From an optimization exercise on the open Yosys and OpenROAD flow, aimed at small area, a short achievable clock period and few clock cycles per item; shortcuts taken in it are not production practice.
In this exercise RTL edits were held to simulation tests only and were not proved equivalent to the original.

`design/flow/run.sh`:
```
#!/bin/bash
# synth_recipe.tcl (not shown) runs the flow's synth.tcl, then flattens the netlist and writes it again
# the make line also repeats each setting of config.mk as NAME=value (left out here)
make -C /OpenROAD-flow-scripts/flow DESIGN_CONFIG=/design/flow/config.mk WORK_HOME=/design/flow/orfs CLKGATE_MAP_FILE= SYNTH_SCRIPT=/design/flow/synth_recipe.tcl finish
```
`design/flow/config.mk`:
```
export PLATFORM = sky130hd
export DESIGN_NAME = meteor_flt
export DESIGN_NICKNAME = meteor_flt
export VERILOG_FILES = /design/flow/design.v
export SDC_FILE = /design/flow/constraint.sdc
export NUM_CORES = 4
export LEC_CHECK = 0
export CAP_MARGIN = 20
export CORE_MARGIN = 2
export CORE_UTILIZATION = 40
export SETUP_SLACK_MARGIN = 5
export SLEW_MARGIN = 20
```
`design/flow/constraint.sdc`:
```
create_clock -name core_clock -period 18.0 [get_ports {clk}]
set_input_delay 3.6000 -clock core_clock [delete_from_list [all_inputs] [get_ports {clk}]]
set_output_delay 3.6000 -clock core_clock [all_outputs]
set_load 0.01 [all_outputs]
```
`design/flow/design.v`:
```
module lzc32 (
    input  wire [31:0] x,
    output wire [5:0]  n
);
    wire [15:0] v1; wire [15:0] p1;           
    wire [7:0]  v2; wire [15:0] p2;           
    wire [3:0]  v3; wire [11:0] p3;           
    wire [1:0]  v4; wire [7:0]  p4;           
    genvar i;
    generate
        for (i = 0; i < 16; i = i + 1) begin : l1
            assign v1[i] = x[2*i+1] | x[2*i];
            assign p1[i] = ~x[2*i+1];
        end
        for (i = 0; i < 8; i = i + 1) begin : l2
            assign v2[i] = v1[2*i+1] | v1[2*i];
            assign p2[2*i+1:2*i] = v1[2*i+1] ? {1'b0, p1[2*i+1]} : {1'b1, p1[2*i]};
        end
        for (i = 0; i < 4; i = i + 1) begin : l3
            assign v3[i] = v2[2*i+1] | v2[2*i];
            assign p3[3*i+2:3*i] = v2[2*i+1] ? {1'b0, p2[4*i+3:4*i+2]} : {1'b1, p2[4*i+1:4*i]};
        end
        for (i = 0; i < 2; i = i + 1) begin : l4
            assign v4[i] = v3[2*i+1] | v3[2*i];
            assign p4[4*i+3:4*i] = v3[2*i+1] ? {1'b0, p3[6*i+5:6*i+3]} : {1'b1, p3[6*i+2:6*i]};
        end
    endgenerate
    wire [4:0] p5 = v4[1] ? {1'b0, p4[7:4]} : {1'b1, p4[3:0]};
    assign n = (v4[1] | v4[0]) ? {1'b0, p5} : 6'd32;
endmodule
module fp_add_core #(
    parameter FULLNORM = 0       
) (
    input  wire [31:0] a,
    input  wire [31:0] b,
    output wire        sgn,      
    output wire [10:0] e_r,      
    output wire [23:0] m_r,      
    output wire        zero,     
    output wire        zsgn,     
    output wire        is_nan,
    output wire        is_inf,   
    output wire        inf_sgn
);
    wire        sa = a[31];
    wire        sb = b[31];
    wire [7:0]  ea = a[30:23];
    wire [7:0]  eb = b[30:23];
    wire [22:0] fa = a[22:0];
    wire [22:0] fb = b[22:0];
    wire a_max = &ea;
    wire b_max = &eb;
    wire a_nan = a_max & (|fa);
    wire b_nan = b_max & (|fb);
    wire a_inf = a_max & ~(|fa);
    wire b_inf = b_max & ~(|fb);
    assign is_nan  = a_nan | b_nan | (a_inf & b_inf & (sa ^ sb));
    assign is_inf  = a_inf | b_inf;
    assign inf_sgn = a_inf ? sa : sb;
    wire        swap = (a[30:0] < b[30:0]);
    wire        sL   = swap ? sb : sa;
    wire        sS   = swap ? sa : sb;
    wire [7:0]  eLr  = swap ? eb : ea;
    wire [7:0]  eSr  = swap ? ea : eb;
    wire [22:0] fL   = swap ? fb : fa;
    wire [22:0] fS   = swap ? fa : fb;
    wire        hL = |eLr;
    wire        hS = |eSr;
    wire [7:0]  eL = {eLr[7:1], eLr[0] | ~hL};
    wire [7:0]  eS = {eSr[7:1], eSr[0] | ~hS};
    wire [7:0]  d  = eL - eS;
    wire        eff_sub = sL ^ sS;
    wire [4:0]  dd = (d > 8'd26) ? 5'd26 : d[4:0];
    wire [49:0] shx = {hS, fS, 26'd0} >> dd;
    wire [26:0] aligned = {shx[49:24], |shx[23:0]};
    wire [26:0] mLx = {hL, fL, 3'b000};
    wire [27:0] sum = {1'b0, mLx} + ({1'b0, aligned} ^ {28{eff_sub}}) + {27'd0, eff_sub};
    wire [26:0] s0  = sum[26:0];
    wire        cy  = sum[27] & ~eff_sub;
    wire [5:0]  lz;
    lzc32 u_lzc (.x({s0, 5'b11111}), .n(lz));
    wire [4:0]  lz5 = lz[4:0];
    wire [4:0]  sh;
    generate
        if (FULLNORM) begin : g_full
            assign sh = lz5;
        end else begin : g_clamp
            wire [7:0] lim = eL - 8'd1;
            assign sh = ({3'b000, lz5} > lim) ? lim[4:0] : lz5;
        end
    endgenerate
    wire [26:0] sl  = s0 << sh;
    wire [26:0] s   = cy ? {sum[27:2], sum[1] | sum[0]} : sl;
    wire [10:0] e   = cy ? {3'b000, eL} + 11'd1 : {3'b000, eL} - {6'd0, sh};
    wire [23:0] mant  = s[26:3];
    wire        guard = s[2];
    wire        rest  = s[1] | s[0];
    wire        rup   = guard & (rest | mant[0]);
    wire [24:0] mr    = {1'b0, mant} + {24'd0, rup};
    assign e_r  = mr[24] ? e + 11'd1 : e;
    assign m_r  = mr[24] ? mr[24:1] : mr[23:0];
    assign sgn  = sL;
    assign zero = ~(|sum);
    assign zsgn = sL & ~eff_sub;
endmodule
module fp_add (
    input  wire [31:0] a,
    input  wire [31:0] b,
    output reg  [31:0] y
);
    wire        sgn, zero, zsgn, is_nan, is_inf, inf_sgn;
    wire [10:0] e_r;
    wire [23:0] m_r;
    fp_add_core #(.FULLNORM(0)) u (
        .a(a), .b(b), .sgn(sgn), .e_r(e_r), .m_r(m_r), .zero(zero), .zsgn(zsgn),
        .is_nan(is_nan), .is_inf(is_inf), .inf_sgn(inf_sgn));
    wire [7:0] e_field = m_r[23] ? e_r[7:0] : 8'd0;
    always @* begin
        if (is_nan)
            y = 32'h7fc00000;
        else if (is_inf)
            y = {inf_sgn, 8'hff, 23'd0};
        else if (zero)
            y = {zsgn, 31'd0};
        else if (e_r >= 11'd255)
            y = {sgn, 8'hff, 23'd0};
        else
            y = {sgn, e_field, m_r[22:0]};
    end
endmodule
module fp_add_n (
    input  wire [31:0] a,
    input  wire [31:0] b,
    output wire        n_sgn,
    output wire [10:0] n_exp,
    output wire [23:0] n_sig,
    output wire        n_zero,
    output wire        n_inf,
    output wire        n_nan
);
    wire        sgn, zero, zsgn, is_nan, is_inf, inf_sgn;
    wire [10:0] e_r;
    wire [23:0] m_r;
    fp_add_core #(.FULLNORM(1)) u (
        .a(a), .b(b), .sgn(sgn), .e_r(e_r), .m_r(m_r), .zero(zero), .zsgn(zsgn),
        .is_nan(is_nan), .is_inf(is_inf), .inf_sgn(inf_sgn));
    wire ovf = ~e_r[10] & (e_r >= 11'd255);
    assign n_nan  = is_nan;
    assign n_inf  = ~is_nan & (is_inf | (~zero & ovf));
    assign n_zero = ~is_nan & ~is_inf & zero;
    assign n_sgn  = is_inf ? inf_sgn : zero ? zsgn : sgn;
    assign n_exp  = e_r;
    assign n_sig  = m_r;
endmodule
module mul24cs (
    input  wire [23:0] a,
    input  wire [23:0] b,
    output wire [47:0] s,
    output wire [47:0] c
);
    wire [27:0] ae = {3'b000, a, 1'b0};
    wire [12:0] neg, nneg, one, two;
    genvar i;
    generate for (i = 0; i < 13; i = i + 1) begin : g_booth
        wire [2:0] dg = ae[2*i+2:2*i];
        assign neg[i]  = dg[2] & ~(dg[1] & dg[0]);
        assign nneg[i] = ~neg[i];
        assign one[i]  = dg[1] ^ dg[0];
        assign two[i]  = (dg == 3'b011) | (dg == 3'b100);
    end endgenerate
    wire [24:0] pp0 = (({25{one[0]}} & {1'b0, b}) | ({25{two[0]}} & {b, 1'b0})) ^ {25{neg[0]}};
    wire [24:0] pp1 = (({25{one[1]}} & {1'b0, b}) | ({25{two[1]}} & {b, 1'b0})) ^ {25{neg[1]}};
    wire [24:0] pp2 = (({25{one[2]}} & {1'b0, b}) | ({25{two[2]}} & {b, 1'b0})) ^ {25{neg[2]}};
    wire [24:0] pp3 = (({25{one[3]}} & {1'b0, b}) | ({25{two[3]}} & {b, 1'b0})) ^ {25{neg[3]}};
    wire [24:0] pp4 = (({25{one[4]}} & {1'b0, b}) | ({25{two[4]}} & {b, 1'b0})) ^ {25{neg[4]}};
    wire [24:0] pp5 = (({25{one[5]}} & {1'b0, b}) | ({25{two[5]}} & {b, 1'b0})) ^ {25{neg[5]}};
    wire [24:0] pp6 = (({25{one[6]}} & {1'b0, b}) | ({25{two[6]}} & {b, 1'b0})) ^ {25{neg[6]}};
    wire [24:0] pp7 = (({25{one[7]}} & {1'b0, b}) | ({25{two[7]}} & {b, 1'b0})) ^ {25{neg[7]}};
    wire [24:0] pp8 = (({25{one[8]}} & {1'b0, b}) | ({25{two[8]}} & {b, 1'b0})) ^ {25{neg[8]}};
    wire [24:0] pp9 = (({25{one[9]}} & {1'b0, b}) | ({25{two[9]}} & {b, 1'b0})) ^ {25{neg[9]}};
    wire [24:0] pp10 = (({25{one[10]}} & {1'b0, b}) | ({25{two[10]}} & {b, 1'b0})) ^ {25{neg[10]}};
    wire [24:0] pp11 = (({25{one[11]}} & {1'b0, b}) | ({25{two[11]}} & {b, 1'b0})) ^ {25{neg[11]}};
    wire [24:0] pp12 = (({25{one[12]}} & {1'b0, b}) | ({25{two[12]}} & {b, 1'b0})) ^ {25{neg[12]}};
  wire hs0, hc0; assign {hc0, hs0} = pp0[24] + pp1[22];
  wire hs1, hc1; assign {hc1, hs1} = neg[0] + pp1[23];
  wire fs2, fc2; assign {fc2, fs2} = nneg[0] + pp1[24] + pp2[22];
  wire hs3, hc3; assign {hc3, hs3} = neg[1] + pp2[23];
  wire hs4, hc4; assign {hc4, hs4} = pp0[16] + pp1[14];
  wire hs5, hc5; assign {hc5, hs5} = pp0[17] + pp1[15];
  wire fs6, fc6; assign {fc6, fs6} = pp0[18] + pp1[16] + pp2[14];
  wire hs7, hc7; assign {hc7, hs7} = pp3[12] + pp4[10];
  wire fs8, fc8; assign {fc8, fs8} = pp0[19] + pp1[17] + pp2[15];
  wire hs9, hc9; assign {hc9, hs9} = pp3[13] + pp4[11];
  wire fs10, fc10; assign {fc10, fs10} = pp0[20] + pp1[18] + pp2[16];
  wire fs11, fc11; assign {fc11, fs11} = pp3[14] + pp4[12] + pp5[10];
  wire hs12, hc12; assign {hc12, hs12} = pp6[8] + pp7[6];
  wire fs13, fc13; assign {fc13, fs13} = pp0[21] + pp1[19] + pp2[17];
  wire fs14, fc14; assign {fc14, fs14} = pp3[15] + pp4[13] + pp5[11];
  wire hs15, hc15; assign {hc15, hs15} = pp6[9] + pp7[7];
  wire fs16, fc16; assign {fc16, fs16} = pp0[22] + pp1[20] + pp2[18];
  wire fs17, fc17; assign {fc17, fs17} = pp3[16] + pp4[14] + pp5[12];
  wire fs18, fc18; assign {fc18, fs18} = pp6[10] + pp7[8] + pp8[6];
  wire hs19, hc19; assign {hc19, hs19} = pp9[4] + pp10[2];
  wire fs20, fc20; assign {fc20, fs20} = pp0[23] + pp1[21] + pp2[19];
  wire fs21, fc21; assign {fc21, fs21} = pp3[17] + pp4[15] + pp5[13];
  wire fs22, fc22; assign {fc22, fs22} = pp6[11] + pp7[9] + pp8[7];
  wire hs23, hc23; assign {hc23, hs23} = pp9[5] + pp10[3];
  wire fs24, fc24; assign {fc24, fs24} = pp2[20] + pp3[18] + pp4[16];
  wire fs25, fc25; assign {fc25, fs25} = pp5[14] + pp6[12] + pp7[10];
  wire fs26, fc26; assign {fc26, fs26} = pp8[8] + pp9[6] + pp10[4];
  wire fs27, fc27; assign {fc27, fs27} = pp11[2] + pp12[0] + neg[12];
  wire fs28, fc28; assign {fc28, fs28} = pp2[21] + pp3[19] + pp4[17];
  wire fs29, fc29; assign {fc29, fs29} = pp5[15] + pp6[13] + pp7[11];
  wire fs30, fc30; assign {fc30, fs30} = pp8[9] + pp9[7] + pp10[5];
  wire fs31, fc31; assign {fc31, fs31} = pp11[3] + pp12[1] + hs1;
  wire fs32, fc32; assign {fc32, fs32} = pp3[20] + pp4[18] + pp5[16];
  wire fs33, fc33; assign {fc33, fs33} = pp6[14] + pp7[12] + pp8[10];
  wire fs34, fc34; assign {fc34, fs34} = pp9[8] + pp10[6] + pp11[4];
  wire fs35, fc35; assign {fc35, fs35} = pp12[2] + 1'b1 + fs2;
  wire fs36, fc36; assign {fc36, fs36} = pp3[21] + pp4[19] + pp5[17];
  wire fs37, fc37; assign {fc37, fs37} = pp6[15] + pp7[13] + pp8[11];
  wire fs38, fc38; assign {fc38, fs38} = pp9[9] + pp10[7] + pp11[5];
  wire fs39, fc39; assign {fc39, fs39} = pp12[3] + 1'b1 + hs3;
  wire fs40, fc40; assign {fc40, fs40} = nneg[1] + pp2[24] + pp3[22];
  wire fs41, fc41; assign {fc41, fs41} = pp4[20] + pp5[18] + pp6[16];
  wire fs42, fc42; assign {fc42, fs42} = pp7[14] + pp8[12] + pp9[10];
  wire fs43, fc43; assign {fc43, fs43} = pp10[8] + pp11[6] + pp12[4];
  wire fs44, fc44; assign {fc44, fs44} = neg[2] + pp3[23] + pp4[21];
  wire fs45, fc45; assign {fc45, fs45} = pp5[19] + pp6[17] + pp7[15];
  wire fs46, fc46; assign {fc46, fs46} = pp8[13] + pp9[11] + pp10[9];
  wire hs47, hc47; assign {hc47, hs47} = pp11[7] + pp12[5];
  wire fs48, fc48; assign {fc48, fs48} = nneg[2] + pp3[24] + pp4[22];
  wire fs49, fc49; assign {fc49, fs49} = pp5[20] + pp6[18] + pp7[16];
  wire fs50, fc50; assign {fc50, fs50} = pp8[14] + pp9[12] + pp10[10];
  wire fs51, fc51; assign {fc51, fs51} = neg[3] + pp4[23] + pp5[21];
  wire fs52, fc52; assign {fc52, fs52} = pp6[19] + pp7[17] + pp8[15];
  wire hs53, hc53; assign {hc53, hs53} = pp9[13] + pp10[11];
  wire fs54, fc54; assign {fc54, fs54} = nneg[3] + pp4[24] + pp5[22];
  wire fs55, fc55; assign {fc55, fs55} = pp6[20] + pp7[18] + pp8[16];
  wire fs56, fc56; assign {fc56, fs56} = neg[4] + pp5[23] + pp6[21];
  wire hs57, hc57; assign {hc57, hs57} = pp7[19] + pp8[17];
  wire fs58, fc58; assign {fc58, fs58} = nneg[4] + pp5[24] + pp6[22];
  wire hs59, hc59; assign {hc59, hs59} = neg[5] + pp6[23];
  wire hs60, hc60; assign {hc60, hs60} = pp0[10] + pp1[8];
  wire hs61, hc61; assign {hc61, hs61} = pp0[11] + pp1[9];
  wire fs62, fc62; assign {fc62, fs62} = pp0[12] + pp1[10] + pp2[8];
  wire hs63, hc63; assign {hc63, hs63} = pp3[6] + pp4[4];
  wire fs64, fc64; assign {fc64, fs64} = pp0[13] + pp1[11] + pp2[9];
  wire hs65, hc65; assign {hc65, hs65} = pp3[7] + pp4[5];
  wire fs66, fc66; assign {fc66, fs66} = pp0[14] + pp1[12] + pp2[10];
  wire fs67, fc67; assign {fc67, fs67} = pp3[8] + pp4[6] + pp5[4];
  wire hs68, hc68; assign {hc68, hs68} = pp6[2] + pp7[0];
  wire fs69, fc69; assign {fc69, fs69} = pp0[15] + pp1[13] + pp2[11];
  wire fs70, fc70; assign {fc70, fs70} = pp3[9] + pp4[7] + pp5[5];
  wire hs71, hc71; assign {hc71, hs71} = pp6[3] + pp7[1];
  wire fs72, fc72; assign {fc72, fs72} = pp2[12] + pp3[10] + pp4[8];
  wire fs73, fc73; assign {fc73, fs73} = pp5[6] + pp6[4] + pp7[2];
  wire fs74, fc74; assign {fc74, fs74} = pp8[0] + neg[8] + hs4;
  wire fs75, fc75; assign {fc75, fs75} = pp2[13] + pp3[11] + pp4[9];
  wire fs76, fc76; assign {fc76, fs76} = pp5[7] + pp6[5] + pp7[3];
  wire fs77, fc77; assign {fc77, fs77} = pp8[1] + hs5 + hc4;
  wire fs78, fc78; assign {fc78, fs78} = pp5[8] + pp6[6] + pp7[4];
  wire fs79, fc79; assign {fc79, fs79} = pp8[2] + pp9[0] + neg[9];
  wire fs80, fc80; assign {fc80, fs80} = fs6 + hs7 + hc5;
  wire fs81, fc81; assign {fc81, fs81} = pp5[9] + pp6[7] + pp7[5];
  wire fs82, fc82; assign {fc82, fs82} = pp8[3] + pp9[1] + fs8;
  wire fs83, fc83; assign {fc83, fs83} = hs9 + fc6 + hc7;
  wire fs84, fc84; assign {fc84, fs84} = pp8[4] + pp9[2] + pp10[0];
  wire fs85, fc85; assign {fc85, fs85} = neg[10] + fs10 + fs11;
  wire fs86, fc86; assign {fc86, fs86} = hs12 + fc8 + hc9;
  wire fs87, fc87; assign {fc87, fs87} = pp8[5] + pp9[3] + pp10[1];
  wire fs88, fc88; assign {fc88, fs88} = fs13 + fs14 + hs15;
  wire fs89, fc89; assign {fc89, fs89} = fc10 + fc11 + hc12;
  wire fs90, fc90; assign {fc90, fs90} = pp11[0] + neg[11] + fs16;
  wire fs91, fc91; assign {fc91, fs91} = fs17 + fs18 + hs19;
  wire fs92, fc92; assign {fc92, fs92} = fc13 + fc14 + hc15;
  wire fs93, fc93; assign {fc93, fs93} = pp11[1] + fs20 + fs21;
  wire fs94, fc94; assign {fc94, fs94} = fs22 + hs23 + fc16;
  wire fs95, fc95; assign {fc95, fs95} = fc17 + fc18 + hc19;
  wire fs96, fc96; assign {fc96, fs96} = hs0 + fs24 + fs25;
  wire fs97, fc97; assign {fc97, fs97} = fs26 + fs27 + fc20;
  wire fs98, fc98; assign {fc98, fs98} = fc21 + fc22 + hc23;
  wire fs99, fc99; assign {fc99, fs99} = hc0 + fs28 + fs29;
  wire fs100, fc100; assign {fc100, fs100} = fs30 + fs31 + fc24;
  wire fs101, fc101; assign {fc101, fs101} = fc25 + fc26 + fc27;
  wire fs102, fc102; assign {fc102, fs102} = hc1 + fs32 + fs33;
  wire fs103, fc103; assign {fc103, fs103} = fs34 + fs35 + fc28;
  wire fs104, fc104; assign {fc104, fs104} = fc29 + fc30 + fc31;
  wire fs105, fc105; assign {fc105, fs105} = fc2 + fs36 + fs37;
  wire fs106, fc106; assign {fc106, fs106} = fs38 + fs39 + fc32;
  wire fs107, fc107; assign {fc107, fs107} = fc33 + fc34 + fc35;
  wire fs108, fc108; assign {fc108, fs108} = hc3 + fs40 + fs41;
  wire fs109, fc109; assign {fc109, fs109} = fs42 + fs43 + fc36;
  wire fs110, fc110; assign {fc110, fs110} = fc37 + fc38 + fc39;
  wire fs111, fc111; assign {fc111, fs111} = 1'b1 + fs44 + fs45;
  wire fs112, fc112; assign {fc112, fs112} = fs46 + hs47 + fc40;
  wire fs113, fc113; assign {fc113, fs113} = fc41 + fc42 + fc43;
  wire fs114, fc114; assign {fc114, fs114} = pp11[8] + pp12[6] + fs48;
  wire fs115, fc115; assign {fc115, fs115} = fs49 + fs50 + fc44;
  wire fs116, fc116; assign {fc116, fs116} = fc45 + fc46 + hc47;
  wire fs117, fc117; assign {fc117, fs117} = pp11[9] + pp12[7] + 1'b1;
  wire fs118, fc118; assign {fc118, fs118} = fs51 + fs52 + hs53;
  wire fs119, fc119; assign {fc119, fs119} = fc48 + fc49 + fc50;
  wire fs120, fc120; assign {fc120, fs120} = pp9[14] + pp10[12] + pp11[10];
  wire fs121, fc121; assign {fc121, fs121} = pp12[8] + fs54 + fs55;
  wire fs122, fc122; assign {fc122, fs122} = fc51 + fc52 + hc53;
  wire fs123, fc123; assign {fc123, fs123} = pp9[15] + pp10[13] + pp11[11];
  wire fs124, fc124; assign {fc124, fs124} = pp12[9] + 1'b1 + fs56;
  wire fs125, fc125; assign {fc125, fs125} = hs57 + fc54 + fc55;
  wire fs126, fc126; assign {fc126, fs126} = pp7[20] + pp8[18] + pp9[16];
  wire fs127, fc127; assign {fc127, fs127} = pp10[14] + pp11[12] + pp12[10];
  wire fs128, fc128; assign {fc128, fs128} = fs58 + fc56 + hc57;
  wire fs129, fc129; assign {fc129, fs129} = pp7[21] + pp8[19] + pp9[17];
  wire fs130, fc130; assign {fc130, fs130} = pp10[15] + pp11[13] + pp12[11];
  wire fs131, fc131; assign {fc131, fs131} = 1'b1 + hs59 + fc58;
  wire fs132, fc132; assign {fc132, fs132} = nneg[5] + pp6[24] + pp7[22];
  wire fs133, fc133; assign {fc133, fs133} = pp8[20] + pp9[18] + pp10[16];
  wire fs134, fc134; assign {fc134, fs134} = pp11[14] + pp12[12] + hc59;
  wire fs135, fc135; assign {fc135, fs135} = neg[6] + pp7[23] + pp8[21];
  wire fs136, fc136; assign {fc136, fs136} = pp9[19] + pp10[17] + pp11[15];
  wire hs137, hc137; assign {hc137, hs137} = pp12[13] + 1'b1;
  wire fs138, fc138; assign {fc138, fs138} = nneg[6] + pp7[24] + pp8[22];
  wire fs139, fc139; assign {fc139, fs139} = pp9[20] + pp10[18] + pp11[16];
  wire fs140, fc140; assign {fc140, fs140} = neg[7] + pp8[23] + pp9[21];
  wire hs141, hc141; assign {hc141, hs141} = pp10[19] + pp11[17];
  wire fs142, fc142; assign {fc142, fs142} = nneg[7] + pp8[24] + pp9[22];
  wire hs143, hc143; assign {hc143, hs143} = neg[8] + pp9[23];
  wire hs144, hc144; assign {hc144, hs144} = pp0[6] + pp1[4];
  wire hs145, hc145; assign {hc145, hs145} = pp0[7] + pp1[5];
  wire fs146, fc146; assign {fc146, fs146} = pp0[8] + pp1[6] + pp2[4];
  wire hs147, hc147; assign {hc147, hs147} = pp3[2] + pp4[0];
  wire fs148, fc148; assign {fc148, fs148} = pp0[9] + pp1[7] + pp2[5];
  wire hs149, hc149; assign {hc149, hs149} = pp3[3] + pp4[1];
  wire fs150, fc150; assign {fc150, fs150} = pp2[6] + pp3[4] + pp4[2];
  wire fs151, fc151; assign {fc151, fs151} = pp5[0] + neg[5] + hs60;
  wire fs152, fc152; assign {fc152, fs152} = pp2[7] + pp3[5] + pp4[3];
  wire fs153, fc153; assign {fc153, fs153} = pp5[1] + hs61 + hc60;
  wire fs154, fc154; assign {fc154, fs154} = pp5[2] + pp6[0] + neg[6];
  wire fs155, fc155; assign {fc155, fs155} = fs62 + hs63 + hc61;
  wire fs156, fc156; assign {fc156, fs156} = pp5[3] + pp6[1] + fs64;
  wire fs157, fc157; assign {fc157, fs157} = hs65 + fc62 + hc63;
  wire fs158, fc158; assign {fc158, fs158} = neg[7] + fs66 + fs67;
  wire fs159, fc159; assign {fc159, fs159} = hs68 + fc64 + hc65;
  wire fs160, fc160; assign {fc160, fs160} = fs69 + fs70 + hs71;
  wire fs161, fc161; assign {fc161, fs161} = fc66 + fc67 + hc68;
  wire fs162, fc162; assign {fc162, fs162} = fs72 + fs73 + fs74;
  wire fs163, fc163; assign {fc163, fs163} = fc69 + fc70 + hc71;
  wire fs164, fc164; assign {fc164, fs164} = fs75 + fs76 + fs77;
  wire fs165, fc165; assign {fc165, fs165} = fc72 + fc73 + fc74;
  wire fs166, fc166; assign {fc166, fs166} = fs78 + fs79 + fs80;
  wire fs167, fc167; assign {fc167, fs167} = fc75 + fc76 + fc77;
  wire fs168, fc168; assign {fc168, fs168} = fs81 + fs82 + fs83;
  wire fs169, fc169; assign {fc169, fs169} = fc78 + fc79 + fc80;
  wire fs170, fc170; assign {fc170, fs170} = fs84 + fs85 + fs86;
  wire fs171, fc171; assign {fc171, fs171} = fc81 + fc82 + fc83;
  wire fs172, fc172; assign {fc172, fs172} = fs87 + fs88 + fs89;
  wire fs173, fc173; assign {fc173, fs173} = fc84 + fc85 + fc86;
  wire fs174, fc174; assign {fc174, fs174} = fs90 + fs91 + fs92;
  wire fs175, fc175; assign {fc175, fs175} = fc87 + fc88 + fc89;
  wire fs176, fc176; assign {fc176, fs176} = fs93 + fs94 + fs95;
  wire fs177, fc177; assign {fc177, fs177} = fc90 + fc91 + fc92;
  wire fs178, fc178; assign {fc178, fs178} = fs96 + fs97 + fs98;
  wire fs179, fc179; assign {fc179, fs179} = fc93 + fc94 + fc95;
  wire fs180, fc180; assign {fc180, fs180} = fs99 + fs100 + fs101;
  wire fs181, fc181; assign {fc181, fs181} = fc96 + fc97 + fc98;
  wire fs182, fc182; assign {fc182, fs182} = fs102 + fs103 + fs104;
  wire fs183, fc183; assign {fc183, fs183} = fc99 + fc100 + fc101;
  wire fs184, fc184; assign {fc184, fs184} = fs105 + fs106 + fs107;
  wire fs185, fc185; assign {fc185, fs185} = fc102 + fc103 + fc104;
  wire fs186, fc186; assign {fc186, fs186} = fs108 + fs109 + fs110;
  wire fs187, fc187; assign {fc187, fs187} = fc105 + fc106 + fc107;
  wire fs188, fc188; assign {fc188, fs188} = fs111 + fs112 + fs113;
  wire fs189, fc189; assign {fc189, fs189} = fc108 + fc109 + fc110;
  wire fs190, fc190; assign {fc190, fs190} = fs114 + fs115 + fs116;
  wire fs191, fc191; assign {fc191, fs191} = fc111 + fc112 + fc113;
  wire fs192, fc192; assign {fc192, fs192} = fs117 + fs118 + fs119;
  wire fs193, fc193; assign {fc193, fs193} = fc114 + fc115 + fc116;
  wire fs194, fc194; assign {fc194, fs194} = fs120 + fs121 + fs122;
  wire fs195, fc195; assign {fc195, fs195} = fc117 + fc118 + fc119;
  wire fs196, fc196; assign {fc196, fs196} = fs123 + fs124 + fs125;
  wire fs197, fc197; assign {fc197, fs197} = fc120 + fc121 + fc122;
  wire fs198, fc198; assign {fc198, fs198} = fs126 + fs127 + fs128;
  wire fs199, fc199; assign {fc199, fs199} = fc123 + fc124 + fc125;
  wire fs200, fc200; assign {fc200, fs200} = fs129 + fs130 + fs131;
  wire fs201, fc201; assign {fc201, fs201} = fc126 + fc127 + fc128;
  wire fs202, fc202; assign {fc202, fs202} = fs132 + fs133 + fs134;
  wire fs203, fc203; assign {fc203, fs203} = fc129 + fc130 + fc131;
  wire fs204, fc204; assign {fc204, fs204} = fs135 + fs136 + hs137;
  wire fs205, fc205; assign {fc205, fs205} = fc132 + fc133 + fc134;
  wire fs206, fc206; assign {fc206, fs206} = pp12[14] + fs138 + fs139;
  wire fs207, fc207; assign {fc207, fs207} = fc135 + fc136 + hc137;
  wire fs208, fc208; assign {fc208, fs208} = pp12[15] + 1'b1 + fs140;
  wire fs209, fc209; assign {fc209, fs209} = hs141 + fc138 + fc139;
  wire fs210, fc210; assign {fc210, fs210} = pp10[20] + pp11[18] + pp12[16];
  wire fs211, fc211; assign {fc211, fs211} = fs142 + fc140 + hc141;
  wire fs212, fc212; assign {fc212, fs212} = pp10[21] + pp11[19] + pp12[17];
  wire fs213, fc213; assign {fc213, fs213} = 1'b1 + hs143 + fc142;
  wire fs214, fc214; assign {fc214, fs214} = nneg[8] + pp9[24] + pp10[22];
  wire fs215, fc215; assign {fc215, fs215} = pp11[20] + pp12[18] + hc143;
  wire fs216, fc216; assign {fc216, fs216} = neg[9] + pp10[23] + pp11[21];
  wire hs217, hc217; assign {hc217, hs217} = pp12[19] + 1'b1;
  wire fs218, fc218; assign {fc218, fs218} = nneg[9] + pp10[24] + pp11[22];
  wire hs219, hc219; assign {hc219, hs219} = neg[10] + pp11[23];
  wire hs220, hc220; assign {hc220, hs220} = pp0[4] + pp1[2];
  wire hs221, hc221; assign {hc221, hs221} = pp0[5] + pp1[3];
  wire fs222, fc222; assign {fc222, fs222} = pp2[2] + pp3[0] + neg[3];
  wire fs223, fc223; assign {fc223, fs223} = pp2[3] + pp3[1] + hs145;
  wire fs224, fc224; assign {fc224, fs224} = neg[4] + fs146 + hs147;
  wire fs225, fc225; assign {fc225, fs225} = fs148 + hs149 + fc146;
  wire fs226, fc226; assign {fc226, fs226} = fs150 + fs151 + fc148;
  wire fs227, fc227; assign {fc227, fs227} = fs152 + fs153 + fc150;
  wire fs228, fc228; assign {fc228, fs228} = fs154 + fs155 + fc152;
  wire fs229, fc229; assign {fc229, fs229} = fs156 + fs157 + fc154;
  wire fs230, fc230; assign {fc230, fs230} = fs158 + fs159 + fc156;
  wire fs231, fc231; assign {fc231, fs231} = fs160 + fs161 + fc158;
  wire fs232, fc232; assign {fc232, fs232} = fs162 + fs163 + fc160;
  wire fs233, fc233; assign {fc233, fs233} = fs164 + fs165 + fc162;
  wire fs234, fc234; assign {fc234, fs234} = fs166 + fs167 + fc164;
  wire fs235, fc235; assign {fc235, fs235} = fs168 + fs169 + fc166;
  wire fs236, fc236; assign {fc236, fs236} = fs170 + fs171 + fc168;
  wire fs237, fc237; assign {fc237, fs237} = fs172 + fs173 + fc170;
  wire fs238, fc238; assign {fc238, fs238} = fs174 + fs175 + fc172;
  wire fs239, fc239; assign {fc239, fs239} = fs176 + fs177 + fc174;
  wire fs240, fc240; assign {fc240, fs240} = fs178 + fs179 + fc176;
  wire fs241, fc241; assign {fc241, fs241} = fs180 + fs181 + fc178;
  wire fs242, fc242; assign {fc242, fs242} = fs182 + fs183 + fc180;
  wire fs243, fc243; assign {fc243, fs243} = fs184 + fs185 + fc182;
  wire fs244, fc244; assign {fc244, fs244} = fs186 + fs187 + fc184;
  wire fs245, fc245; assign {fc245, fs245} = fs188 + fs189 + fc186;
  wire fs246, fc246; assign {fc246, fs246} = fs190 + fs191 + fc188;
  wire fs247, fc247; assign {fc247, fs247} = fs192 + fs193 + fc190;
  wire fs248, fc248; assign {fc248, fs248} = fs194 + fs195 + fc192;
  wire fs249, fc249; assign {fc249, fs249} = fs196 + fs197 + fc194;
  wire fs250, fc250; assign {fc250, fs250} = fs198 + fs199 + fc196;
  wire fs251, fc251; assign {fc251, fs251} = fs200 + fs201 + fc198;
  wire fs252, fc252; assign {fc252, fs252} = fs202 + fs203 + fc200;
  wire fs253, fc253; assign {fc253, fs253} = fs204 + fs205 + fc202;
  wire fs254, fc254; assign {fc254, fs254} = fs206 + fs207 + fc204;
  wire fs255, fc255; assign {fc255, fs255} = fs208 + fs209 + fc206;
  wire fs256, fc256; assign {fc256, fs256} = fs210 + fs211 + fc208;
  wire fs257, fc257; assign {fc257, fs257} = fs212 + fs213 + fc210;
  wire fs258, fc258; assign {fc258, fs258} = fs214 + fs215 + fc212;
  wire fs259, fc259; assign {fc259, fs259} = fs216 + hs217 + fc214;
  wire fs260, fc260; assign {fc260, fs260} = pp12[20] + fs218 + fc216;
  wire fs261, fc261; assign {fc261, fs261} = pp12[21] + 1'b1 + hs219;
  wire fs262, fc262; assign {fc262, fs262} = nneg[10] + pp11[24] + pp12[22];
  wire hs263, hc263; assign {hc263, hs263} = neg[11] + pp12[23];
  wire hs264, hc264; assign {hc264, hs264} = pp0[2] + pp1[0];
  wire hs265, hc265; assign {hc265, hs265} = pp0[3] + pp1[1];
  wire fs266, fc266; assign {fc266, fs266} = pp2[0] + neg[2] + hs220;
  wire fs267, fc267; assign {fc267, fs267} = pp2[1] + hs221 + hc220;
  wire fs268, fc268; assign {fc268, fs268} = hs144 + fs222 + hc221;
  wire fs269, fc269; assign {fc269, fs269} = hc144 + fs223 + fc222;
  wire fs270, fc270; assign {fc270, fs270} = hc145 + fs224 + fc223;
  wire fs271, fc271; assign {fc271, fs271} = hc147 + fs225 + fc224;
  wire fs272, fc272; assign {fc272, fs272} = hc149 + fs226 + fc225;
  wire fs273, fc273; assign {fc273, fs273} = fc151 + fs227 + fc226;
  wire fs274, fc274; assign {fc274, fs274} = fc153 + fs228 + fc227;
  wire fs275, fc275; assign {fc275, fs275} = fc155 + fs229 + fc228;
  wire fs276, fc276; assign {fc276, fs276} = fc157 + fs230 + fc229;
  wire fs277, fc277; assign {fc277, fs277} = fc159 + fs231 + fc230;
  wire fs278, fc278; assign {fc278, fs278} = fc161 + fs232 + fc231;
  wire fs279, fc279; assign {fc279, fs279} = fc163 + fs233 + fc232;
  wire fs280, fc280; assign {fc280, fs280} = fc165 + fs234 + fc233;
  wire fs281, fc281; assign {fc281, fs281} = fc167 + fs235 + fc234;
  wire fs282, fc282; assign {fc282, fs282} = fc169 + fs236 + fc235;
  wire fs283, fc283; assign {fc283, fs283} = fc171 + fs237 + fc236;
  wire fs284, fc284; assign {fc284, fs284} = fc173 + fs238 + fc237;
  wire fs285, fc285; assign {fc285, fs285} = fc175 + fs239 + fc238;
  wire fs286, fc286; assign {fc286, fs286} = fc177 + fs240 + fc239;
  wire fs287, fc287; assign {fc287, fs287} = fc179 + fs241 + fc240;
  wire fs288, fc288; assign {fc288, fs288} = fc181 + fs242 + fc241;
  wire fs289, fc289; assign {fc289, fs289} = fc183 + fs243 + fc242;
  wire fs290, fc290; assign {fc290, fs290} = fc185 + fs244 + fc243;
  wire fs291, fc291; assign {fc291, fs291} = fc187 + fs245 + fc244;
  wire fs292, fc292; assign {fc292, fs292} = fc189 + fs246 + fc245;
  wire fs293, fc293; assign {fc293, fs293} = fc191 + fs247 + fc246;
  wire fs294, fc294; assign {fc294, fs294} = fc193 + fs248 + fc247;
  wire fs295, fc295; assign {fc295, fs295} = fc195 + fs249 + fc248;
  wire fs296, fc296; assign {fc296, fs296} = fc197 + fs250 + fc249;
  wire fs297, fc297; assign {fc297, fs297} = fc199 + fs251 + fc250;
  wire fs298, fc298; assign {fc298, fs298} = fc201 + fs252 + fc251;
  wire fs299, fc299; assign {fc299, fs299} = fc203 + fs253 + fc252;
  wire fs300, fc300; assign {fc300, fs300} = fc205 + fs254 + fc253;
  wire fs301, fc301; assign {fc301, fs301} = fc207 + fs255 + fc254;
  wire fs302, fc302; assign {fc302, fs302} = fc209 + fs256 + fc255;
  wire fs303, fc303; assign {fc303, fs303} = fc211 + fs257 + fc256;
  wire fs304, fc304; assign {fc304, fs304} = fc213 + fs258 + fc257;
  wire fs305, fc305; assign {fc305, fs305} = fc215 + fs259 + fc258;
  wire fs306, fc306; assign {fc306, fs306} = hc217 + fs260 + fc259;
  wire fs307, fc307; assign {fc307, fs307} = fc218 + fs261 + fc260;
  wire fs308, fc308; assign {fc308, fs308} = hc219 + fs262 + fc261;
  wire fs309, fc309; assign {fc309, fs309} = 1'b1 + hs263 + fc262;
    assign s = {fs309, fs308, fs307, fs306, fs305, fs304, fs303, fs302, fs301, fs300, fs299, fs298, fs297, fs296, fs295, fs294, fs293, fs292, fs291, fs290, fs289, fs288, fs287, fs286, fs285, fs284, fs283, fs282, fs281, fs280, fs279, fs278, fs277, fs276, fs275, fs274, fs273, fs272, fs271, fs270, fs269, fs268, fs267, fs266, hs265, neg[1], pp0[1], pp0[0]};
    assign c = {fc308, fc307, fc306, fc305, fc304, fc303, fc302, fc301, fc300, fc299, fc298, fc297, fc296, fc295, fc294, fc293, fc292, fc291, fc290, fc289, fc288, fc287, fc286, fc285, fc284, fc283, fc282, fc281, fc280, fc279, fc278, fc277, fc276, fc275, fc274, fc273, fc272, fc271, fc270, fc269, fc268, fc267, fc266, hc265, hc264, hs264, 1'b0, neg[0]};
endmodule
module fp_mul_round (
    input  wire [47:0] ps,
    input  wire [47:0] pc,
    input  wire [10:0] e_pre,
    input  wire        sgn,
    input  wire        t_nan,
    input  wire        t_inf,
    input  wire        t_zero,
    output reg  [31:0] y
);
    wire [47:0] p  = ps + pc;
    wire        hi = p[47];
    wire [23:0] n  = hi ? p[47:24] : p[46:23];
    wire        g  = hi ? p[23] : p[22];
    wire        st = hi ? (|p[22:0]) : (|p[21:0]);
    wire [10:0] e  = e_pre + {10'd0, hi};
    wire        sub = e[10] | (e == 11'd0);
    wire [10:0] k0  = 11'd1 - e;
    wire [4:0]  k   = ~sub ? 5'd0 : (k0 > 11'd26) ? 5'd26 : k0[4:0];
    wire [51:0] v   = {n, g, st, 26'd0} >> k;
    wire [23:0] mant  = v[51:28];
    wire        guard = v[27];
    wire        rest  = |v[26:0];
    wire        rup   = guard & (rest | mant[0]);
    wire [24:0] mr    = {1'b0, mant} + {24'd0, rup};
    wire [10:0] e_eff = sub ? 11'd1 : e;
    wire [10:0] e_r   = mr[24] ? e_eff + 11'd1 : e_eff;
    wire [23:0] m_r   = mr[24] ? mr[24:1] : mr[23:0];
    wire [7:0]  e_field = m_r[23] ? e_r[7:0] : 8'd0;
    wire        ovf   = ~sub & (e_r >= 11'd255);
    always @* begin
        if (t_nan)
            y = 32'h7fc00000;
        else if (t_inf)
            y = {sgn, 8'hff, 23'd0};
        else if (t_zero)
            y = {sgn, 31'd0};
        else if (ovf)
            y = {sgn, 8'hff, 23'd0};
        else
            y = {sgn, e_field, m_r[22:0]};
    end
endmodule
module meteor_flt (
    input  wire        clk,
    input  wire        rst,           
    input  wire        load,
    input  wire [31:0] load_coef,
    input  wire        in_valid,
    output wire        in_ready,
    input  wire [31:0] in_re,
    input  wire [31:0] in_im,
    output reg         out_valid,
    input  wire        out_ready,
    output wire [31:0] out_re,
    output wire [31:0] out_im
);
    reg        sA, sB, sC;
    reg        ld;                    
    reg [31:0] x_re, x_im;
    reg [31:0] acc_re, acc_im;
    reg        c_sgn, c_zero, c_inf, c_nan;
    reg [10:0] c_exp;
    reg [22:0] c_frac;
    reg [47:0] p_s, p_c;
    reg [10:0] p_exp;
    reg        p_sgn, p_nan, p_inf, p_zero;
    wire adv = !(out_valid && !out_ready);
    assign in_ready = !sA && !ld && adv;
    wire take_smp = in_ready && in_valid && !load;
    wire take_ld  = in_ready && load;
    assign out_re = acc_re;
    assign out_im = acc_im;
    wire [31:0] s1_x = sB ? x_im : x_re;
    wire [31:0] s1_a = sB ? acc_im : acc_re;
    wire        d_sgn, d_zero, d_inf, d_nan;
    wire [10:0] d_exp;
    wire [23:0] d_sig;
    fp_add_n u_sub (
        .a(s1_x), .b({~s1_a[31], s1_a[30:0]}),
        .n_sgn(d_sgn), .n_exp(d_exp), .n_sig(d_sig),
        .n_zero(d_zero), .n_inf(d_inf), .n_nan(d_nan));
    wire [47:0] m_s, m_c;
    mul24cs u_mul (.a({1'b1, c_frac}), .b(d_sig), .s(m_s), .c(m_c));
    wire t_nan  = c_nan | d_nan | (c_zero & d_inf) | (c_inf & d_zero);
    wire t_inf  = c_inf | d_inf;
    wire t_zero = c_zero | d_zero;
    wire [10:0] t_exp = c_exp + d_exp - 11'd127;
    wire [31:0] s2_a = sC ? acc_im : acc_re;
    wire [31:0] t;
    fp_mul_round u_rnd (
        .ps(p_s), .pc(p_c), .e_pre(p_exp), .sgn(p_sgn),
        .t_nan(p_nan), .t_inf(p_inf), .t_zero(p_zero), .y(t));
    wire [31:0] sum;
    fp_add u_add (.a(s2_a), .b(t), .y(sum));
    wire [7:0]  lc_e = x_re[30:23];
    wire [22:0] lc_f = x_re[22:0];
    wire [5:0]  lc_lz;
    lzc32 u_clz (.x({lc_f, 9'h1ff}), .n(lc_lz));
    wire        lc_sub = (lc_e == 8'd0);
    wire [22:0] lc_fn  = lc_sub ? (lc_f << (lc_lz[4:0] + 5'd1)) : lc_f;
    wire [10:0] lc_en  = lc_sub ? (11'd0 - {6'd0, lc_lz[4:0]}) : {3'd0, lc_e};
    always @(posedge clk) begin
        if (rst) begin
            sA        <= 1'b0;
            sB        <= 1'b0;
            sC        <= 1'b0;
            ld        <= 1'b0;
            out_valid <= 1'b0;
            acc_re    <= 32'd0;
            acc_im    <= 32'd0;
            c_sgn     <= 1'b0;
            c_zero    <= 1'b1;
            c_inf     <= 1'b0;
            c_nan     <= 1'b0;
            c_exp     <= 11'd0;
            c_frac    <= 23'd0;
        end else begin
            if (take_smp) begin
                x_re <= in_re;
                x_im <= in_im;
            end else if (take_ld) begin
                x_re <= load_coef;
            end
            if (take_ld)
                ld <= 1'b1;
            if (adv) begin
                sA <= take_smp;
                sB <= sA;
                sC <= sB;
                out_valid <= sC;
                p_s    <= m_s;
                p_c    <= m_c;
                p_exp  <= t_exp;
                p_sgn  <= c_sgn ^ d_sgn;
                p_nan  <= t_nan;
                p_inf  <= t_inf;
                p_zero <= t_zero;
                if (sB)
                    acc_re <= sum;
                if (sC)
                    acc_im <= sum;
                if (ld && !sB && !sC) begin
                    ld     <= 1'b0;
                    acc_re <= 32'd0;
                    acc_im <= 32'd0;
                    c_sgn  <= x_re[31];
                    c_zero <= (x_re[30:0] == 31'd0);
                    c_inf  <= (lc_e == 8'hff) && (lc_f == 23'd0);
                    c_nan  <= (lc_e == 8'hff) && (lc_f != 23'd0);
                    c_exp  <= lc_en;
                    c_frac <= lc_fn;
                end
            end
        end
    end
endmodule
```
==> out/summary.txt, run 1 <==
status: failed layout checks
Failed Checks: negative setup slack
GR Util All Layers: 0.339
hold path cells: 2
TritonCTS clock tree: done
Final Max Tran Viols: 0
final hold viol count: 0
DR vias/cell: 6.11
FILL cells: 12500
CP Launch Type: flop
DRC viols: 0
Setup Crit Path Kind: reg2reg
Layout area overhead: 42.0%
Worst slew margin: 0.207
vias in the first global route: 63200
largest net degree at the start of global routing: 81
Multi-input gate area: 47500 sq um
insertion delay to the later sink of the worst-skew pair: 0.67 ns
layout cells sized above 1: 0.342
Crit Path Max Fanout: 11
# clock sinks: 279
syn_area_per_cell: 7.81 sq um
GRT met2 Usage: 0.552
Setup crit end kind: flop
critical path's top delay family: compound AO/OA/AOI/OAI gates
commonest non-fill, non-tap cell in the layout: buf_4
Routed WL per cell: 23.6 um
final setup fails: 64
HPWL after detailed placement: 203000 um
Final Core Density: 0.571
area of the mapped netlist: 55000 sq um
cts bufs inserted: 30
Starting Density: 0.402
CTS clk-pin slew, worst paths: 0.07 ns
DR vias: 65300
net count after synthesis: 7689
final wirelength: 252000 um
most frequent cells in the layout: buf_4 (1967), nand2_1 (560), nor2_1 (534)
cts-stage hold buffer count: 0
Synth cell types: 166
mux contribution to synthesized area: 0.0792
GR peak layer: met2
R2R setup slack: -3.45 ns
sequential share of the synthesized area: 0.133
hold_ws: 0.475 ns
met3 Use GR: 0.0511
clock root cell: clkbuf_16
CTS Buffer Depth: 3
largest family of logic cells by synthesized area: compound AO/OA/AOI/OAI gates
Cell Rows: 136
most frequent CP cell: ha_4
depth of the most critical reg-to-reg path: 116
RSZ-0062 raised after global routing: true
Synth Area in XOR/XNOR: 0.0841
Worst R2R End: acc_re[9]
gr ovfl total: 0
Worst path max stage delay: 0.58 ns
simple-gate portion of the synthesized area: 0.201
Compound-Gate Fraction of Synth Area: 0.270
Ys Warns: 3
num ports: 167
FF-to-FF Start: p_c[42]
Place WS: -3.85 ns
Worst Hold Endpoint: c_sgn
number of synthesized flops with an enable pin: 174
Pre-Repair DR Iteration Count: 9
WP buf/inv: 18
Chip Height: 375 um
antenna violations before repair: 5
first-pass GRT wire length: 376000 um
min-delay src: c_sgn
Final Wtd Congestion: 1.03
setup TNS: -210.52 ns
Achievable Freq: 46.6 MHz
ANT nets after route: 0
Most used DFF post-synth: edfxtp_1
Die Wd: 375 um
CP max stage cell: or4_4
post-synthesis cell count: 7045
# nets final: 9511
minimum clock period: 21.45 ns
Worst Path Required: 18.56 ns
HP Class: reg2reg
GRT met1 Usage: 0.446
final worst slack: -3.45 ns
setup skew after layout: 0.0735 ns
Layout Cells excl Fill: 10700
DIE AREA: 141000 sq um
# port buffers: 166
register area: 7330 sq um
placed insts: 10500
WP data arrival: 22.02 ns
initial drt markers: 6902
Tcrit/Tclk final: 1.19
count of state elements after synthesis: 279
# H-tree levels: 1
area of the core: 137000 sq um
asr flop ratio synth: 0
Slew @ Worst Pin: 1.19 ns
Post-Synth Adder-Cell Area: 0.159
max cap viols: 0
cell families (layout without fill, tap and decap cells):
logic type,after synthesis,after routing
adder cells (fa/ha/maj),543,543
flip-flops,279,279
other,0,1
buffers and inverters,928,2768
AO/OA/AOI/OAI,2145,2146
XOR/XNOR,523,523
AND/OR/NAND/NOR,2219,2223
multiplexers,408,408
cell type report:
cell class | instances | share of cell area
Tap cell | 1794 | 0.0287
Clock buffer | 34 | 0.0103
Sequential cell | 279 | 0.0938
Antenna cell | 1 | 0.0000320
Inverter | 463 | 0.0228
Multi-Input combinational cell | 5843 | 0.607
Timing Repair Buffer | 2250 | 0.234
Clock inverter | 21 | 0.00346
sequential cells by signal (all words and copies together), names as in the netlist, 9 cells and up:
register / flops
acc_im: 32
acc_re: 32
c_exp: 9
x_re: 32
c_frac: 23
p_s: 48
p_c: 47
x_im: 32
p_exp: 11
Yosys cell counts (59+ instances only):
cell type | instances | area share
inv_1 | 444 | 0.030
nor2_1 | 584 | 0.040
nand2b_1 | 59 | 0.0067
nor4_1 | 67 | 0.0076
xnor2_1 | 306 | 0.049
mux2_2 | 105 | 0.021
a21oi_1 | 489 | 0.044
and3_1 | 64 | 0.0073
dfxtp_1 | 105 | 0.038
or3_1 | 63 | 0.0072
edfxtp_1 | 174 | 0.095
mux2i_1 | 280 | 0.051
a21o_1 | 74 | 0.010
nor3_1 | 177 | 0.016
clkbuf_1 | 279 | 0.019
fa_1 | 260 | 0.095
nand2_1 | 595 | 0.041
a211oi_1 | 115 | 0.016
xor2_1 | 211 | 0.034
o211ai_1 | 79 | 0.011
a22oi_1 | 280 | 0.038
nand4_1 | 117 | 0.013
ha_1 | 283 | 0.064
o22ai_1 | 69 | 0.0078
o21ai_0 | 335 | 0.030
nand3_1 | 186 | 0.017
metal layers:
metal | routed length, um | share of wire
met5 | 39 | 0.00015
met2 | 115000 | 0.46
met1 | 103000 | 0.41
met4 | 12400 | 0.049
met3 | 21900 | 0.087
worst min-delay path, stage by stage (launching register included):
cell and delay, ns:
dfxtp_1 0.32, nand2_1 0.06, a21oi_1 0.05
through the flow:
| step | instance area, sq um |
|---|---|
| final | 78200 |
| after global routing | 78200 |
| after CTS | 74900 |
| after detailed placement | 73300 |
| after global placement | 73300 |
| after floorplan | 57100 |
worst max path at each step:
stage             from    endpoint  slack [ns]  cells past startpoint
5_1_grt        p_s[42]   acc_re[3]       -4.44                    120
6_report       p_c[42]   acc_re[9]       -3.45                    116
3_3_place_gp   p_s[12]  acc_im[18]       -3.52                    107
3_5_place_dp   p_c[42]  acc_im[18]       -3.85                    109
2_1_floorplan  p_s[42]   acc_re[0]       -3.68                    123
4_1_cts        p_c[42]  acc_re[22]       -3.10                    119
repair_timing:
item                                    4_1_cts  5_1_grt
endpoints found under the setup margin      170      172
buffers inserted                             21      119
pin swaps                                    13      224
gates resized for setup                      63      479
cloned                                        2       13
hold endpoints to repair                      0        0
Testbench counts, summed over its fixed seeds: cycles 8,224, items 4,096.
==> run 2: changes to the inputs <==
--- a/design/flow/design.v
+++ b/design/flow/design.v
@@ -36,6 +36,7 @@
     output wire        sgn,      
     output wire [10:0] e_r,      
     output wire [23:0] m_r,      
+    output wire        ovf,      
     output wire        zero,     
     output wire        zsgn,     
     output wire        is_nan,
@@ -57,38 +58,46 @@
     assign is_nan  = a_nan | b_nan | (a_inf & b_inf & (sa ^ sb));
     assign is_inf  = a_inf | b_inf;
     assign inf_sgn = a_inf ? sa : sb;
+    wire        ha  = |ea;
+    wire        hb  = |eb;
+    wire [7:0]  eae = {ea[7:1], ea[0] | ~ha};
+    wire [7:0]  ebe = {eb[7:1], eb[0] | ~hb};
+    wire [8:0]  dab = {1'b0, eae} - {1'b0, ebe};
+    wire [8:0]  dba = {1'b0, ebe} - {1'b0, eae};
+    wire        big_ab = (dab[7:0] > 8'd26);
+    wire        big_ba = (dba[7:0] > 8'd26);
     wire        swap = (a[30:0] < b[30:0]);
+    wire        eff_sub = sa ^ sb;
     wire        sL   = swap ? sb : sa;
-    wire        sS   = swap ? sa : sb;
-    wire [7:0]  eLr  = swap ? eb : ea;
-    wire [7:0]  eSr  = swap ? ea : eb;
-    wire [22:0] fL   = swap ? fb : fa;
-    wire [22:0] fS   = swap ? fa : fb;
-    wire        hL = |eLr;
-    wire        hS = |eSr;
-    wire [7:0]  eL = {eLr[7:1], eLr[0] | ~hL};
-    wire [7:0]  eS = {eSr[7:1], eSr[0] | ~hS};
-    wire [7:0]  d  = eL - eS;
-    wire        eff_sub = sL ^ sS;
-    wire [4:0]  dd = (d > 8'd26) ? 5'd26 : d[4:0];
-    wire [49:0] shx = {hS, fS, 26'd0} >> dd;
-    wire [26:0] aligned = {shx[49:24], |shx[23:0]};
-    wire [26:0] mLx = {hL, fL, 3'b000};
+    wire [7:0]  eL   = swap ? ebe : eae;
+    wire [23:0] mL   = swap ? {hb, fb} : {ha, fa};
+    wire [23:0] mS   = swap ? {ha, fa} : {hb, fb};
+    wire [4:0]  dd   = swap ? (big_ba ? 5'd26 : dba[4:0]) : (big_ab ? 5'd26 : dab[4:0]);
+    wire [49:0] shx = {mS, 26'd0} >> dd;
+    wire [23:0] lmask;
+    genvar j;
+    generate for (j = 0; j < 24; j = j + 1) begin : g_mask
+        assign lmask[j] = (dd > j + 2);
+    end endgenerate
+    wire        stk = |(mS & lmask);
+    wire [26:0] aligned = {shx[49:24], stk};
+    wire [26:0] mLx = {mL, 3'b000};
     wire [27:0] sum = {1'b0, mLx} + ({1'b0, aligned} ^ {28{eff_sub}}) + {27'd0, eff_sub};
     wire [26:0] s0  = sum[26:0];
     wire        cy  = sum[27] & ~eff_sub;
-    wire [5:0]  lz;
-    lzc32 u_lzc (.x({s0, 5'b11111}), .n(lz));
-    wire [4:0]  lz5 = lz[4:0];
-    wire [4:0]  sh;
+    wire [26:0] stop;
     generate
         if (FULLNORM) begin : g_full
-            assign sh = lz5;
+            assign stop = 27'd0;
         end else begin : g_clamp
-            wire [7:0] lim = eL - 8'd1;
-            assign sh = ({3'b000, lz5} > lim) ? lim[4:0] : lz5;
+            for (j = 0; j < 27; j = j + 1) begin : g_stop
+                assign stop[j] = (eL == 8'd27 - j);
+            end
         end
     endgenerate
+    wire [5:0]  lz;
+    lzc32 u_lzc (.x({s0 | stop, 5'b11111}), .n(lz));
+    wire [4:0]  sh  = lz[4:0];
     wire [26:0] sl  = s0 << sh;
     wire [26:0] s   = cy ? {sum[27:2], sum[1] | sum[0]} : sl;
     wire [10:0] e   = cy ? {3'b000, eL} + 11'd1 : {3'b000, eL} - {6'd0, sh};
@@ -96,9 +105,12 @@
     wire        guard = s[2];
     wire        rest  = s[1] | s[0];
     wire        rup   = guard & (rest | mant[0]);
-    wire [24:0] mr    = {1'b0, mant} + {24'd0, rup};
-    assign e_r  = mr[24] ? e + 11'd1 : e;
-    assign m_r  = mr[24] ? mr[24:1] : mr[23:0];
+    wire        rcy   = rup & (&mant);
+    wire [23:0] minc  = mant + {23'd0, rup};
+    assign m_r  = rcy ? 24'h800000 : minc;
+    assign e_r  = e + {10'd0, rcy};
+    wire        e254 = cy ? (eL == 8'd253) : ((eL == 8'd254) & (sh == 5'd0));
+    assign ovf  = (cy & (eL == 8'd254)) | (e254 & rcy);
     assign sgn  = sL;
     assign zero = ~(|sum);
     assign zsgn = sL & ~eff_sub;
@@ -108,11 +120,11 @@
     input  wire [31:0] b,
     output reg  [31:0] y
 );
-    wire        sgn, zero, zsgn, is_nan, is_inf, inf_sgn;
+    wire        sgn, ovf, zero, zsgn, is_nan, is_inf, inf_sgn;
     wire [10:0] e_r;
     wire [23:0] m_r;
     fp_add_core #(.FULLNORM(0)) u (
-        .a(a), .b(b), .sgn(sgn), .e_r(e_r), .m_r(m_r), .zero(zero), .zsgn(zsgn),
+        .a(a), .b(b), .sgn(sgn), .e_r(e_r), .m_r(m_r), .ovf(ovf), .zero(zero), .zsgn(zsgn),
         .is_nan(is_nan), .is_inf(is_inf), .inf_sgn(inf_sgn));
     wire [7:0] e_field = m_r[23] ? e_r[7:0] : 8'd0;
     always @* begin
@@ -122,7 +134,7 @@
             y = {inf_sgn, 8'hff, 23'd0};
         else if (zero)
             y = {zsgn, 31'd0};
-        else if (e_r >= 11'd255)
+        else if (ovf)
             y = {sgn, 8'hff, 23'd0};
         else
             y = {sgn, e_field, m_r[22:0]};
@@ -138,13 +150,12 @@
     output wire        n_inf,
     output wire        n_nan
 );
-    wire        sgn, zero, zsgn, is_nan, is_inf, inf_sgn;
+    wire        sgn, ovf, zero, zsgn, is_nan, is_inf, inf_sgn;
     wire [10:0] e_r;
     wire [23:0] m_r;
     fp_add_core #(.FULLNORM(1)) u (
-        .a(a), .b(b), .sgn(sgn), .e_r(e_r), .m_r(m_r), .zero(zero), .zsgn(zsgn),
+        .a(a), .b(b), .sgn(sgn), .e_r(e_r), .m_r(m_r), .ovf(ovf), .zero(zero), .zsgn(zsgn),
         .is_nan(is_nan), .is_inf(is_inf), .inf_sgn(inf_sgn));
-    wire ovf = ~e_r[10] & (e_r >= 11'd255);
     assign n_nan  = is_nan;
     assign n_inf  = ~is_nan & (is_inf | (~zero & ovf));
     assign n_zero = ~is_nan & ~is_inf & zero;
@@ -505,25 +516,25 @@
     output reg  [31:0] y
 );
     wire [47:0] p  = ps + pc;
+    wire        stlo = |((ps[21:0] ^ pc[21:0]) ^ {ps[20:0] | pc[20:0], 1'b0});
     wire        hi = p[47];
-    wire [23:0] n  = hi ? p[47:24] : p[46:23];
-    wire        g  = hi ? p[23] : p[22];
-    wire        st = hi ? (|p[22:0]) : (|p[21:0]);
-    wire [10:0] e  = e_pre + {10'd0, hi};
-    wire        sub = e[10] | (e == 11'd0);
-    wire [10:0] k0  = 11'd1 - e;
-    wire [4:0]  k   = ~sub ? 5'd0 : (k0 > 11'd26) ? 5'd26 : k0[4:0];
-    wire [51:0] v   = {n, g, st, 26'd0} >> k;
-    wire [23:0] mant  = v[51:28];
-    wire        guard = v[27];
-    wire        rest  = |v[26:0];
-    wire        rup   = guard & (rest | mant[0]);
-    wire [24:0] mr    = {1'b0, mant} + {24'd0, rup};
-    wire [10:0] e_eff = sub ? 11'd1 : e;
-    wire [10:0] e_r   = mr[24] ? e_eff + 11'd1 : e_eff;
-    wire [23:0] m_r   = mr[24] ? mr[24:1] : mr[23:0];
+    wire [23:0] mant  = hi ? p[47:24] : p[46:23];
+    wire        guard = hi ? p[23] : p[22];
+    wire        st    = hi ? (p[22] | stlo) : stlo;
+    wire        rup   = guard & (st | mant[0]);
+    wire        rcy   = rup & (&mant);
+    wire [23:0] minc  = mant + {23'd0, rup};
+    wire [23:0] m_r   = rcy ? 24'h800000 : minc;
+    wire [10:0] e0 = e_pre;
+    wire [10:0] e1 = e_pre + 11'd1;
+    wire [10:0] e2 = e_pre + 11'd2;
+    wire [1:0]  inc = {1'b0, hi} + {1'b0, rcy};
+    wire [10:0] e_r = inc[1] ? e2 : inc[0] ? e1 : e0;
+    wire        o0 = ~e0[10] & (e0 >= 11'd255);
+    wire        o1 = ~e0[10] & (e0 >= 11'd254);
+    wire        o2 = ~e0[10] & (e0 >= 11'd253);
+    wire        ovf = inc[1] ? o2 : inc[0] ? o1 : o0;
     wire [7:0]  e_field = m_r[23] ? e_r[7:0] : 8'd0;
-    wire        ovf   = ~sub & (e_r >= 11'd255);
     always @* begin
         if (t_nan)
             y = 32'h7fc00000;
@@ -537,6 +548,24 @@
             y = {sgn, e_field, m_r[22:0]};
     end
 endmodule
+module fp_mul_denorm (
+    input  wire [47:0] ps,
+    input  wire [47:0] pc,
+    input  wire [10:0] e_pre,
+    output wire [47:0] q
+);
+    wire [47:0] p  = ps + pc;
+    wire [26:0] w  = {p[47:22], |p[21:0]};
+    wire [10:0] k0 = 11'd1 - e_pre;
+    wire [4:0]  k  = (k0 > 11'd26) ? 5'd26 : k0[4:0];
+    wire [26:0] lost;
+    genvar j;
+    generate for (j = 0; j < 27; j = j + 1) begin : g_lost
+        assign lost[j] = w[j] & (k > j);
+    end endgenerate
+    wire [26:0] sh = w >> k;
+    assign q = {sh[26:1], sh[0] | (|lost), 21'd0};
+endmodule
 module meteor_flt (
     input  wire        clk,
     input  wire        rst,           
@@ -561,8 +590,11 @@
     reg [47:0] p_s, p_c;
     reg [10:0] p_exp;
     reg        p_sgn, p_nan, p_inf, p_zero;
+    reg        p_sub;                 
+    wire stall = (sB || sC) && p_sub;
     wire adv = !(out_valid && !out_ready);
-    assign in_ready = !sA && !ld && adv;
+    wire go  = adv && !stall;
+    assign in_ready = !sA && !ld && go;
     wire take_smp = in_ready && in_valid && !load;
     wire take_ld  = in_ready && load;
     assign out_re = acc_re;
@@ -582,11 +614,14 @@
     wire t_inf  = c_inf | d_inf;
     wire t_zero = c_zero | d_zero;
     wire [10:0] t_exp = c_exp + d_exp - 11'd127;
+    wire        t_sub = !t_nan && !t_inf && !t_zero && (t_exp[10] || t_exp == 11'd0);
     wire [31:0] s2_a = sC ? acc_im : acc_re;
     wire [31:0] t;
     fp_mul_round u_rnd (
         .ps(p_s), .pc(p_c), .e_pre(p_exp), .sgn(p_sgn),
         .t_nan(p_nan), .t_inf(p_inf), .t_zero(p_zero), .y(t));
+    wire [47:0] q;
+    fp_mul_denorm u_dn (.ps(p_s), .pc(p_c), .e_pre(p_exp), .q(q));
     wire [31:0] sum;
     fp_add u_add (.a(s2_a), .b(t), .y(sum));
     wire [7:0]  lc_e = x_re[30:23];
@@ -601,6 +636,7 @@
             sA        <= 1'b0;
             sB        <= 1'b0;
             sC        <= 1'b0;
+            p_sub     <= 1'b0;
             ld        <= 1'b0;
             out_valid <= 1'b0;
             acc_re    <= 32'd0;
@@ -620,7 +656,15 @@
             end
             if (take_ld)
                 ld <= 1'b1;
-            if (adv) begin
+            if (adv && stall) begin
+                if (out_ready)
+                    out_valid <= 1'b0;
+                p_s   <= q;
+                p_c   <= 48'd0;
+                p_exp <= 11'd1;
+                p_sub <= 1'b0;
+            end
+            if (go) begin
                 sA <= take_smp;
                 sB <= sA;
                 sC <= sB;
@@ -632,6 +676,7 @@
                 p_nan  <= t_nan;
                 p_inf  <= t_inf;
                 p_zero <= t_zero;
+                p_sub  <= t_sub;
                 if (sB)
                     acc_re <= sum;
                 if (sC)
--- a/design/flow/config.mk
+++ b/design/flow/config.mk
@@ -5,6 +5,7 @@
 export SDC_FILE = /design/flow/constraint.sdc
 export NUM_CORES = 4
 export LEC_CHECK = 0
+export ABC_AREA = 1
 export CAP_MARGIN = 20
 export CORE_MARGIN = 2
 export CORE_UTILIZATION = 40
==> out/summary.txt, run 2 <==
status: no timing/DRC/antenna violations
num ports: 167
Synth cell types: 81
first-pass GRT wire length: 365000 um
Most flops, register: p_s
most frequent cell after synthesis: nand2_1
vias in the first global route: 57700
Multi-input gate area: 45500 sq um
WP data arrival: 13.87 ns
sequential share of the synthesized area: 0.139
initial drt markers: 7299
max cap viols: 0
post-synthesis cell count: 8434
DR vias/cell: 5.78
WP buf/inv: 22
Largest regs: p_s x48, p_c x47
register area: 7350 sq um
gr ovfl total: 0
Final Max Tran Viols: 0
final hold viol count: 0
most frequent cells in the layout: nand2_1 (2002), inv_1 (1030), buf_4 (553)
# nets final: 9678
Crit Path Max Fanout: 28
max FFs per register: 48
ANT nets after route: 0
# clock sinks: 280
HP Class: reg2reg
placed insts: 10200
cts-stage hold buffer count: 0
final worst slack: 4.48 ns
CTS Buffer Depth: 3
Setup Crit Path Kind: reg2reg
biggest area consumer among synthesized cells: nand2_1
Layout Cells excl Fill: 10800
Worst path max stage delay: 0.59 ns
GR Util All Layers: 0.352
clock root cell: clkbuf_16
synth top area cells: nand2_1 (16%), fa_1 (9.9%), edfxtp_1 (9.9%)
RSZ-0062 raised after global routing: true
antenna diode count: 0
Crit. Startpoint: sB
Place WS: 1.49 ns
insertion delay to the later sink of the worst-skew pair: 0.64 ns
Pre-Repair DR Iteration Count: 9
Die Wd: 368 um
Achievable Freq: 74.0 MHz
CP Launch Type: flop
final wirelength: 252000 um
FILL cells: 13200
# H-tree levels: 2
asr flop ratio synth: 0
design area: 69000 sq um
min-delay src: c_exp[5]
count of state elements after synthesis: 280
Ys Warns: 3
Chip Height: 368 um
largest net degree at the start of global routing: 80
area of the core: 131000 sq um
TritonCTS clock tree: done
CTS clk-pin slew, worst paths: 0.06 ns
commonest non-fill, non-tap cell in the layout: nand2_1
Layout area overhead: 30.4%
Final Wtd Congestion: 1.03
Final Core Density: 0.525
critical path's top delay family: adder cells
DRC viols: 0
area of the mapped netlist: 52900 sq um
placed instance area: 56700 sq um
Slew @ Worst Pin: 1.20 ns
DR vias: 62300
syn_area_per_cell: 6.27 sq um
final setup fails: 0
# port buffers: 166
number of synthesized flops with an enable pin: 174
Commonest cells post-synth: nand2_1 (2321), inv_1 (1165), nor2_1 (633)
most frequent CP cell: nand2_1
HPWL after detailed placement: 189000 um
CP max stage cell: fa_2
Setup crit end kind: flop
Most used DFF post-synth: edfxtp_1
DIE AREA: 135000 sq um
minimum clock period: 13.52 ns
antenna violations before repair: 5
cts bufs inserted: 37
hold_ws: 0.470 ns
Tcrit/Tclk final: 0.751
Routed WL per cell: 23.4 um
net count after synthesis: 9117
Starting Density: 0.403
FF-to-FF Start: sB
layout cells sized above 1: 0.246
setup TNS: 0 ns
Worst Path Required: 18.35 ns
setup skew after layout: 0.0624 ns
Worst slew margin: 0.189
Synth top area share: 0.165
Cell Rows: 133
-- run 2: changes by cell type after synthesis, sizes merged, moves of 81 or more --
cell | before | now
nand2 | 601 | 2378
nor3 | 188 | 89
nor2 | 592 | 673
xor2 | 215 | 389
a211oi | 120 | 17
nand3 | 190 | 587
mux2i | 284 | 10
xnor2 | 308 | 38
o21ai | 392 | 663
o22ai | 71 | 217
a22oi | 281 | 8
a21oi | 493 | 340
inv | 457 | 1224
mux2 | 116 | 32
-- run 2: repair_timing --
item,in CTS,in global routing
setup buffers,243,234
cloned,32,8
resized for setup,790,1014
endpoints found under the setup margin,169,140
pin swaps,226,518
-- run 2: cell families (layout without fill, tap and decap cells) --
kind of cell    count (synthesis)  in the layout  synth area share
fa+ha+maj                     582            582             0.175
flops                         280            280             0.139
buf+inv                      1615           2182             0.121
xor+xnor                      427            427            0.0708
compound gates               1484           1485             0.163
mux                            42             42           0.00870
simple gates                 4004           4025             0.323
-- run 2: area by class of cell --
type,count,area share
Clock buffer,47,0.0146
Clock inverter,20,0.00294
Inverter,1262,0.0705
Multi-Input combinational cell,6561,0.659
Sequential cell,280,0.107
Tap cell,1755,0.0318
Timing Repair Buffer,850,0.114
Timing Repair inverter,3,0.000308
-- run 2: final timing paths --
check                  end  slack [ns]  cells past startpoint
setup / recovery   p_s[28]        4.48                     73
hold / removal    c_exp[5]        0.47                      2
setup reg to reg   p_s[28]        4.48                     73
hold reg to reg   c_exp[5]        0.47                      2
-- run 2: worst min-delay path, cell delays in order, from the launching register on --
cell	delay (ns)
dfxtp_1	0.31
nand2_1	0.06
a21oi_1	0.05
-- run 2: per-layer routing --
metal	vias to the layer above	wire (um)	global-route usage
li1	28700	-	-
met4	10	16100	0.174
met3	851	27000	0.0825
met5	-	64	0
met1	29200	102000	0.467
met2	3587	107000	0.534
Testbench counts of run 2, summed over its fixed seeds: cycles 8,224, items 4,096.

## what the ideal ports hide
No port has a modelled driver above. Below, the same layouts with a new extraction and two added sets of constraints. Step 1 assumes that a clkbuf_16 drives the clock port and a buf_2 every other input. Step 2 adds t to the input delays and takes it off the output delays; t is the mean of the earliest and latest rising clock arrival at the registers after step 1. Input paths then give back, and output paths get back, about the clock's delay inside the block. Three values: ideal ports, drivers, drivers and shift; two values: the first two.
run	t, ns	setup WS [ns]	hold slack, ns
run 1	0.706	-3.455 / -3.455 / -3.455	0.475 / 0.475 / 0.475
run 2	0.685	4.481 / 4.481 / 4.481	0.470 / 0.470 / 0.470
